This is an optimization exercise on Yosys and OpenROAD, whose aim is small area, not a production implementation. In this exercise RTL edits were held to simulation tests only and were not proved equivalent to the original. Power figures rest on the tool's default switching activity, not on a simulated workload.

==> flow/design.v <==
module bitw_core (
    input  wire        clk,
    input  wire        rst,           
    input  wire        cmd_valid,
    output wire        cmd_ready,
    input  wire [2:0]  cmd_op,
    input  wire [7:0]  cmd_n,         
    input  wire [31:0] cmd_arg,       
    input  wire [31:0] cmd_num,       
    input  wire [31:0] cmd_den,       
    output reg         rsp_valid,
    output reg  [2:0]  rsp_status,
    output reg  [31:0] rsp_val,
    output reg  [2:0]  rsp_nbytes,
    output reg  [31:0] rsp_bytes
);
    localparam [2:0] OP_INIT    = 3'd0,
                     OP_WRITE   = 3'd1,
                     OP_SIZE    = 3'd2,
                     OP_EXTRACT = 3'd3,
                     OP_CAP     = 3'd4;
    localparam [2:0] ST_OK       = 3'd0,
                     ST_RATE     = 3'd1,
                     ST_BITCOUNT = 3'd3,
                     ST_CAPACITY = 3'd4,
                     ST_ILLEGAL  = 3'd5;
    localparam [31:0] MAX_BYTES = 32'h1000_0000;    
    localparam [3:0] S_IDLE  = 4'd0,
                     S_WRITE = 4'd1,    
                     S_FLUSH = 4'd2,    
                     S_MUL   = 4'd3,    
                     S_DIV   = 4'd4,    
                     S_GROWN = 4'd5,    
                     S_DONE  = 4'd6;    
    reg [3:0] state;
    reg [31:0] size_q, cap_q, num_q, den_q;
    reg [7:0]  cb_q;
    reg [2:0]  nb_q;
    reg [2:0]  op_w;
    reg [31:0] data_w;
    reg [5:0]  rem_w;
    reg [31:0] size_w, cap_w, num_w, den_w;
    reg [7:0]  cb_w;
    reg [3:0]  nb_w;
    reg [31:0] obytes_w;
    reg [2:0]  ocnt_w;
    reg [63:0] mcand, prod;
    reg [31:0] mplier;
    reg [5:0]  mcount;
    reg [63:0] dvd;
    reg [32:0] drem;
    reg [63:0] quot;
    reg [6:0]  dcount;
    assign cmd_ready = (state == S_IDLE);
    wire [3:0]  available = 4'd8 - nb_w;
    wire [3:0]  chunk     = ({2'b00, rem_w} < {2'b00, available}) ? rem_w[3:0] : available;
    wire [31:0] shifted   = data_w >> (rem_w - {2'b00, chunk});
    wire [7:0]  chunk_mask = (8'd1 << chunk) - 8'd1;
    wire [7:0]  bits      = shifted[7:0] & chunk_mask;
    wire [7:0]  cb_next   = cb_w | (bits << (available - chunk));
    wire [3:0]  nb_next   = nb_w + chunk;
    wire [32:0] drem_sh  = {drem[31:0], dvd[63]};
    wire        dsub_ok  = drem_sh >= {1'b0, den_w};
    wire [31:0] required = size_w + 32'd1;
    wire [63:0] newcap   = (op_w == OP_INIT) ? quot :
                           (quot > {32'd0, required}) ? quot : {32'd0, required};
    task respond(input [2:0] status, input [31:0] val, input [2:0] nbytes, input [31:0] bytes);
        begin
            rsp_valid  <= 1'b1;
            rsp_status <= status;
            rsp_val    <= val;
            rsp_nbytes <= nbytes;
            rsp_bytes  <= bytes;
        end
    endtask
    always @(posedge clk) begin
        if (rst) begin
            state     <= S_IDLE;
            size_q    <= 32'd0;
            cap_q     <= 32'd0;
            num_q     <= 32'd3;
            den_q     <= 32'd2;
            cb_q      <= 8'd0;
            nb_q      <= 3'd0;
            rsp_valid <= 1'b0;
        end else begin
            rsp_valid <= 1'b0;
            case (state)
            S_IDLE: if (cmd_valid) begin
                op_w     <= cmd_op;
                data_w   <= cmd_arg;
                rem_w    <= cmd_n[5:0];
                size_w   <= size_q;
                cap_w    <= cap_q;
                num_w    <= num_q;
                den_w    <= den_q;
                cb_w     <= cb_q;
                nb_w     <= {1'b0, nb_q};
                obytes_w <= 32'd0;
                ocnt_w   <= 3'd0;
                case (cmd_op)
                OP_INIT: begin
                    if (cmd_den == 32'd0 || cmd_num[31] || cmd_num <= cmd_den)
                        respond(ST_RATE, 32'd0, 3'd0, 32'd0);
                    else if (cmd_arg > MAX_BYTES)
                        respond(ST_CAPACITY, 32'd0, 3'd0, 32'd0);
                    else begin
                        num_w  <= cmd_num;
                        den_w  <= cmd_den;
                        size_w <= cmd_arg;
                        mcand  <= {32'd0, cmd_arg};
                        mplier <= cmd_num;
                        prod   <= 64'd0;
                        mcount <= 6'd0;
                        state  <= S_MUL;
                    end
                end
                OP_WRITE: begin
                    if (cmd_n > 8'd32)
                        respond(ST_BITCOUNT, 32'd0, 3'd0, 32'd0);
                    else
                        state <= S_WRITE;
                end
                OP_SIZE:
                    respond(ST_OK, size_q + {31'd0, (nb_q != 3'd0)}, 3'd0, 32'd0);
                OP_EXTRACT: begin
                    if (nb_q != 3'd0)
                        state <= S_FLUSH;
                    else
                        state <= S_DONE;
                end
                OP_CAP:
                    respond(ST_OK, cap_q, 3'd0, 32'd0);
                default:
                    respond(ST_ILLEGAL, 32'd0, 3'd0, 32'd0);
                endcase
            end
            S_WRITE: begin
                if (rem_w == 6'd0) begin
                    state <= S_DONE;
                end else begin
                    cb_w  <= cb_next;
                    nb_w  <= nb_next;
                    rem_w <= rem_w - {2'b00, chunk};
                    if (nb_next == 4'd8)
                        state <= S_FLUSH;
                end
            end
            S_FLUSH: begin
                if (required > cap_w) begin
                    mcand  <= {32'd0, cap_w};
                    mplier <= num_w;
                    prod   <= 64'd0;
                    mcount <= 6'd0;
                    state  <= S_MUL;
                end else begin
                    obytes_w[ocnt_w*8 +: 8] <= cb_w;
                    ocnt_w <= ocnt_w + 3'd1;
                    size_w <= required;
                    cb_w   <= 8'd0;
                    nb_w   <= 4'd0;
                    state  <= (op_w == OP_WRITE) ? S_WRITE : S_DONE;
                end
            end
            S_MUL: begin
                if (mplier[0])
                    prod <= prod + mcand;
                mcand  <= mcand << 1;
                mplier <= mplier >> 1;
                mcount <= mcount + 6'd1;
                if (mcount == 6'd31) begin
                    state  <= S_DIV;
                    dcount <= 7'd0;
                end
            end
            S_DIV: begin
                if (dcount == 7'd0) begin
                    dvd    <= prod + {32'd0, den_w} - 64'd1;
                    drem   <= 33'd0;
                    quot   <= 64'd0;
                    dcount <= 7'd1;
                end else begin
                    dvd  <= dvd << 1;
                    drem <= dsub_ok ? (drem_sh - {1'b0, den_w}) : drem_sh;
                    quot <= {quot[62:0], dsub_ok};
                    dcount <= dcount + 7'd1;
                    if (dcount == 7'd64)
                        state <= S_GROWN;
                end
            end
            S_GROWN: begin
                if (newcap > {32'd0, MAX_BYTES}) begin
                    respond(ST_CAPACITY, 32'd0, 3'd0, 32'd0);
                    state <= S_IDLE;
                end else if (op_w == OP_INIT) begin
                    cap_w <= newcap[31:0];
                    cb_w  <= 8'd0;
                    nb_w  <= 4'd0;
                    state <= S_DONE;
                end else begin
                    cap_w  <= newcap[31:0];
                    obytes_w[ocnt_w*8 +: 8] <= cb_w;
                    ocnt_w <= ocnt_w + 3'd1;
                    size_w <= required;
                    cb_w   <= 8'd0;
                    nb_w   <= 4'd0;
                    state  <= (op_w == OP_WRITE) ? S_WRITE : S_DONE;
                end
            end
            S_DONE: begin
                size_q <= size_w;
                cb_q   <= cb_w;
                nb_q   <= nb_w[2:0];
                num_q  <= num_w;
                den_q  <= den_w;
                if (op_w == OP_EXTRACT) begin
                    cap_q <= size_w;                        
                    respond(ST_OK, size_w, ocnt_w, obytes_w);
                end else begin
                    cap_q <= cap_w;
                    respond(ST_OK, 32'd0, ocnt_w, obytes_w);
                end
                state <= S_IDLE;
            end
            default: state <= S_IDLE;
            endcase
        end
    end
endmodule
==> flow/run.sh <==
#!/bin/bash
# synth_recipe.tcl (not shown) runs the flow's synth.tcl, then flattens the netlist and writes it again
# the make line also repeats each setting of config.mk as NAME=value (left out here)
make -C /OpenROAD-flow-scripts/flow DESIGN_CONFIG=/design/flow/config.mk WORK_HOME=/design/flow/orfs CLKGATE_MAP_FILE= SYNTH_SCRIPT=/design/flow/synth_recipe.tcl finish
==> flow/config.mk <==
export PLATFORM = sky130hd
export DESIGN_NAME = bitw_core
export DESIGN_NICKNAME = bitw_core
export VERILOG_FILES = /design/flow/design.v
export SDC_FILE = /design/flow/constraint.sdc
export NUM_CORES = 4
export LEC_CHECK = 0
export CAP_MARGIN = 20
export CORE_MARGIN = 2
export CORE_UTILIZATION = 40
export SLEW_MARGIN = 20
==> flow/constraint.sdc <==
create_clock -name core_clock -period 8.0 [get_ports {clk}]
set_input_delay 1.6000 -clock core_clock [delete_from_list [all_inputs] [get_ports {clk}]]
set_output_delay 1.6000 -clock core_clock [all_outputs]
set_load 0.01 [all_outputs]
==> run summary <==
## cell families (layout without fill, tap and decap cells)
group                    after synthesis  in the layout
adder cells (fa/ha/maj)              315            315
other                                  0              1
AND/OR/NAND/NOR                     1720           1720
AO/OA/AOI/OAI                       1205           1205
multiplexers                         185            185
flip-flops                           762            762
XOR/XNOR                             220            220
buffers and inverters                579            731
## cell type report
cell class,instances,area share [%]
clock buffer,121,4.69
sequential,762,40.2
multi-input combinational,3645,44.1
antenna,1,0.00469
tap,1524,3.58
inverter,332,2.34
timing repair buffer,231,4.15
clock inverter,47,0.896
## worst paths after layout
kind                               start                         end  slack (ps)  depth (start not counted)
setup / recovery     size_w[0]$_DFFE_PP_  obytes_w[11]$_SDFFCE_PN0P_        1460                         18
hold reg to reg   num_q[28]$_SDFFE_PP0P_      num_q[28]$_SDFFE_PP0P_         460                          2
hold / removal    num_q[28]$_SDFFE_PP0P_      num_q[28]$_SDFFE_PP0P_         460                          2
setup reg to reg     size_w[0]$_DFFE_PP_  obytes_w[11]$_SDFFCE_PN0P_        1460                         18
## layer usage
| metal | part of all wire [%] | vias up | track usage (%) |
|---|---|---|---|
| met5 | 0.037 | - | 0 |
| met4 | 3.8 | 8 | 8.94 |
| met3 | 6.5 | 238 | 3.27 |
| met2 | 44 | 1213 | 35.1 |
| met1 | 46 | 18000 | 32.3 |
| li1 | - | 18100 | - |
## state kept, by name, indices dropped and copies added, names as in the netlist, 64 cells and up
name	cells
dvd	64
mcand	64
prod	64
quot	64
## cell usage in the layout, fill, tap and decap left out, types with 32 or more instances in the layout
master | Yosys | layout
a211oi_1 | 71 | 70
a21o_1 | 95 | 95
a21oi_1 | 384 | 384
a22oi_1 | 69 | 69
a31oi_1 | 54 | 54
and2_1 | 111 | 110
and3_1 | 62 | 62
buf_4 | 3 | 48
clkbuf_16 | 0 | 93
clkdlybuf4s50_1 | 0 | 180
dfxtp_1 | 143 | 142
edfxtp_1 | 619 | 619
ha_1 | 308 | 308
inv_1 | 330 | 330
mux2i_1 | 152 | 152
nand2_1 | 750 | 747
nand3_1 | 86 | 85
nand4_1 | 66 | 66
nor2_1 | 387 | 382
nor2b_1 | 42 | 40
nor3_1 | 60 | 59
nor4_1 | 45 | 42
o21a_1 | 32 | 32
o21ai_0 | 304 | 304
o21bai_1 | 37 | 36
xnor2_1 | 127 | 127
xor2_1 | 93 | 92
## metrics by stage
stage / hold WS [ps] / std cells / utilization (%) / worst slack [ps] / area [µm²]
after floorplan: 432 / 4986 / - / 347 / 47000
after global placement: 439 / 6493 / 43.2 / 1350 / 50300
after detailed placement: 447 / 6493 / 43.2 / 1270 / 50300
after CTS: 456 / 6661 / 45.8 / 1540 / 53300
after global routing: 471 / 6662 / 45.8 / 972 / 53300
final: 457 / 6663 / 45.8 / 1460 / 53300
## power breakdown
group / internal (µW) / total [µW] / switching [µW]
logic: 2670 / 6700 / 4030
registers: 5080 / 5630 / 550
clock network: 2410 / 4170 / 1760
## critical path, delay by kind of cell (launching register included)
kind                       cells  cell delay (ps)
and+or+nand+nor                4             1600
DFF                            1              560
AOI/OAI and AO/OA              9             1950
xor gates and xnor gates       1              470
buffers and inverters          2              840
adders and majority gates      2              520
==> impl_metrics.csv <==
group,metric,value,unit
yosys,synth_area,0.0470,mm²
die,die_area,0.120,mm²
clock_network,cts_root_buf,"clkbuf_16",
sta,setup_tns,0,ps
clock_network,clkTransAtPathRegs,60,ps
yosys,yosys_warnings,1,
sta,grt_setup_unrepaired,"no",
cells_and_area,fin_nets,5486,
drt,drc_errors,0,
sta,relSlewSlack,25.1,%
global_routing,antenna_found_initial,8,
global_routing,grt_max_degree,176,
die,die_w,347,µm
yosys,synth_compound_area_share,15.8,%
clock_network,clock-sinks,762,
cells_and_area,syn_to_final_growth,13.5,%
clock_network,cts_tree,"yes",
yosys,synthTopCellsByArea,"edfxtp_1 (40%), ha_1 (8.2%), dfxtp_1 (6.1%)",
global_routing,grt.overflow.total,0,
global_routing,grt_pass1_wl,216000,µm
clock_network,ctsHoldBuffers,0,
cells_and_area,fillCellCount,11200,
clock_network,clk_latency,690,ps
power_and_ir_drop,p_total,16500,µW
yosys,avgSynthCellArea,9.42,µm²
outcome,status,"timing/DRC/antenna clean",
worst_setup_path,critPathRequiredTime,8270,ps
sta,slew_violations,0,
yosys,ys_seq_area_share,45.7,%
yosys,synth_top_cell_area_share,39.6,%
clock_network,htreeDepth,3,
power_and_ir_drop,power_density,309,mW/mm²
yosys,async_flop_share,0,%
place,place_congestion,0.910,
die,coreArea,0.116,mm²
yosys,ys.flop_type,"edfxtp_1",
worst_setup_path,slowest_delay,740,ps
die,die_h,347,µm
die,num_rows,125,
drt,detail_route.vias_per_cell,5.63,
cells_and_area,regArea,0.0215,mm²
yosys,synth_edf_count,619,
power_and_ir_drop,ir_worst_vdd,0.273,mV
drt,via_count,37500,
global_routing,grt_util_all_layers,22.8,%
sta,setup-violations-final,0,
clock_network,cts_buffers,90,
worst_setup_path,cp-start-kind,"register",
yosys,synth_cells,4986,
yosys,synth_commonest_cells,"nand2_1 (750), edfxtp_1 (619), nor2_1 (387)",
worst_setup_path,crit_path_end_kind,"register",
yosys,synth-xor-area-share,4.10,%
sta,hold_violations,0,
drt,ant_nets,0,
yosys,synth_simple_gate_area_share,16.7,%
yosys,synth_most_common_cell,"nand2_1",
clock_network,postCtsResizedCells,0,
clock_network,post_cts_buffers,0,
power_and_ir_drop,leakagePower,0.0203,µW
cells_and_area,drive_gt1_share,5.51,%
yosys,synthDistinctLibCells,88,
yosys,synth.area.mux_share,4.49,%
worst_setup_path,cp_cell_sequence,"ha_1 > nand2_1 > or2_2 > or4_1 > xnor2_1 > inv_1 > ha_1 > a21o_1 > a21o_1 > a21oi_1 > o21ai_0 > a2111oi_0 > o21ai_1 > o32ai_4 > nor4b_4 > o21ai_1 > o2bb2ai_4 > buf_4",
worst_setup_path,arrival,6820,ps
yosys,synth_top_family_by_area,"simple AND/OR/NAND/NOR gates",
yosys,yosysTopAreaCell,"edfxtp_1",
place,portBuffers,181,
clock_network,clockBufferDepth,3,
sta,worstMarginPinSlew,1120,ps
yosys,synth_seq_cells,762,
global_routing,first_global_vias,36000,
cells_and_area,multi_input_area,0.0235,mm²
place,dp_hpwl,101000,µm
sta,period_needed,6540,ps
worst_setup_path,crit_slowest_cell,"buf_4",
yosys,synth_fp_nets,5410,
sta,finalCritPeriodShare,81.8,%
sta,skew,60.9,ps
worst_setup_path,critical_path_class,"reg -> reg",
sta,fmax,153,MHz
yosys,synth_fa_ha_area_share,8.48,%
drt,drt_iter0_markers,3331,
drt,routedWlPerCell,20.9,µm
job,max_cap_violations,0,
die,pin_count,182,
die,start_util,40.4,%
drt,wl,140000,µm
min_path,hold_path.class,"reg -> reg",
drt,drtPass1Iterations,6,
worst_setup_path,crit_path_max_fanout,67,

==> afterwards: timing with drivers on the ports <==
The flow's constraints put no driver on any port. The routed layout listed below was extracted and timed again, unchanged, in two steps.
Step 1 assumes that a clkbuf_16 drives the clock port and a buf_2 every other input.
Step 2 moves the port delays by t, midway between the first and last clock arrival at a register: inputs arrive t later, outputs are due t later. That takes back most of the time a late clock gives input paths.
Three values: no drivers, after step 1, after step 2; two values: the first two.
t (ns): 0.737
setup WS [ns]: 1.456 / 1.456 / 1.217
worst setup path at the end: input to register
After both steps this run still meets setup and hold. For this run, drivers alone change the setup slack by 0.000 ns; drivers and shift together by -0.239 ns.
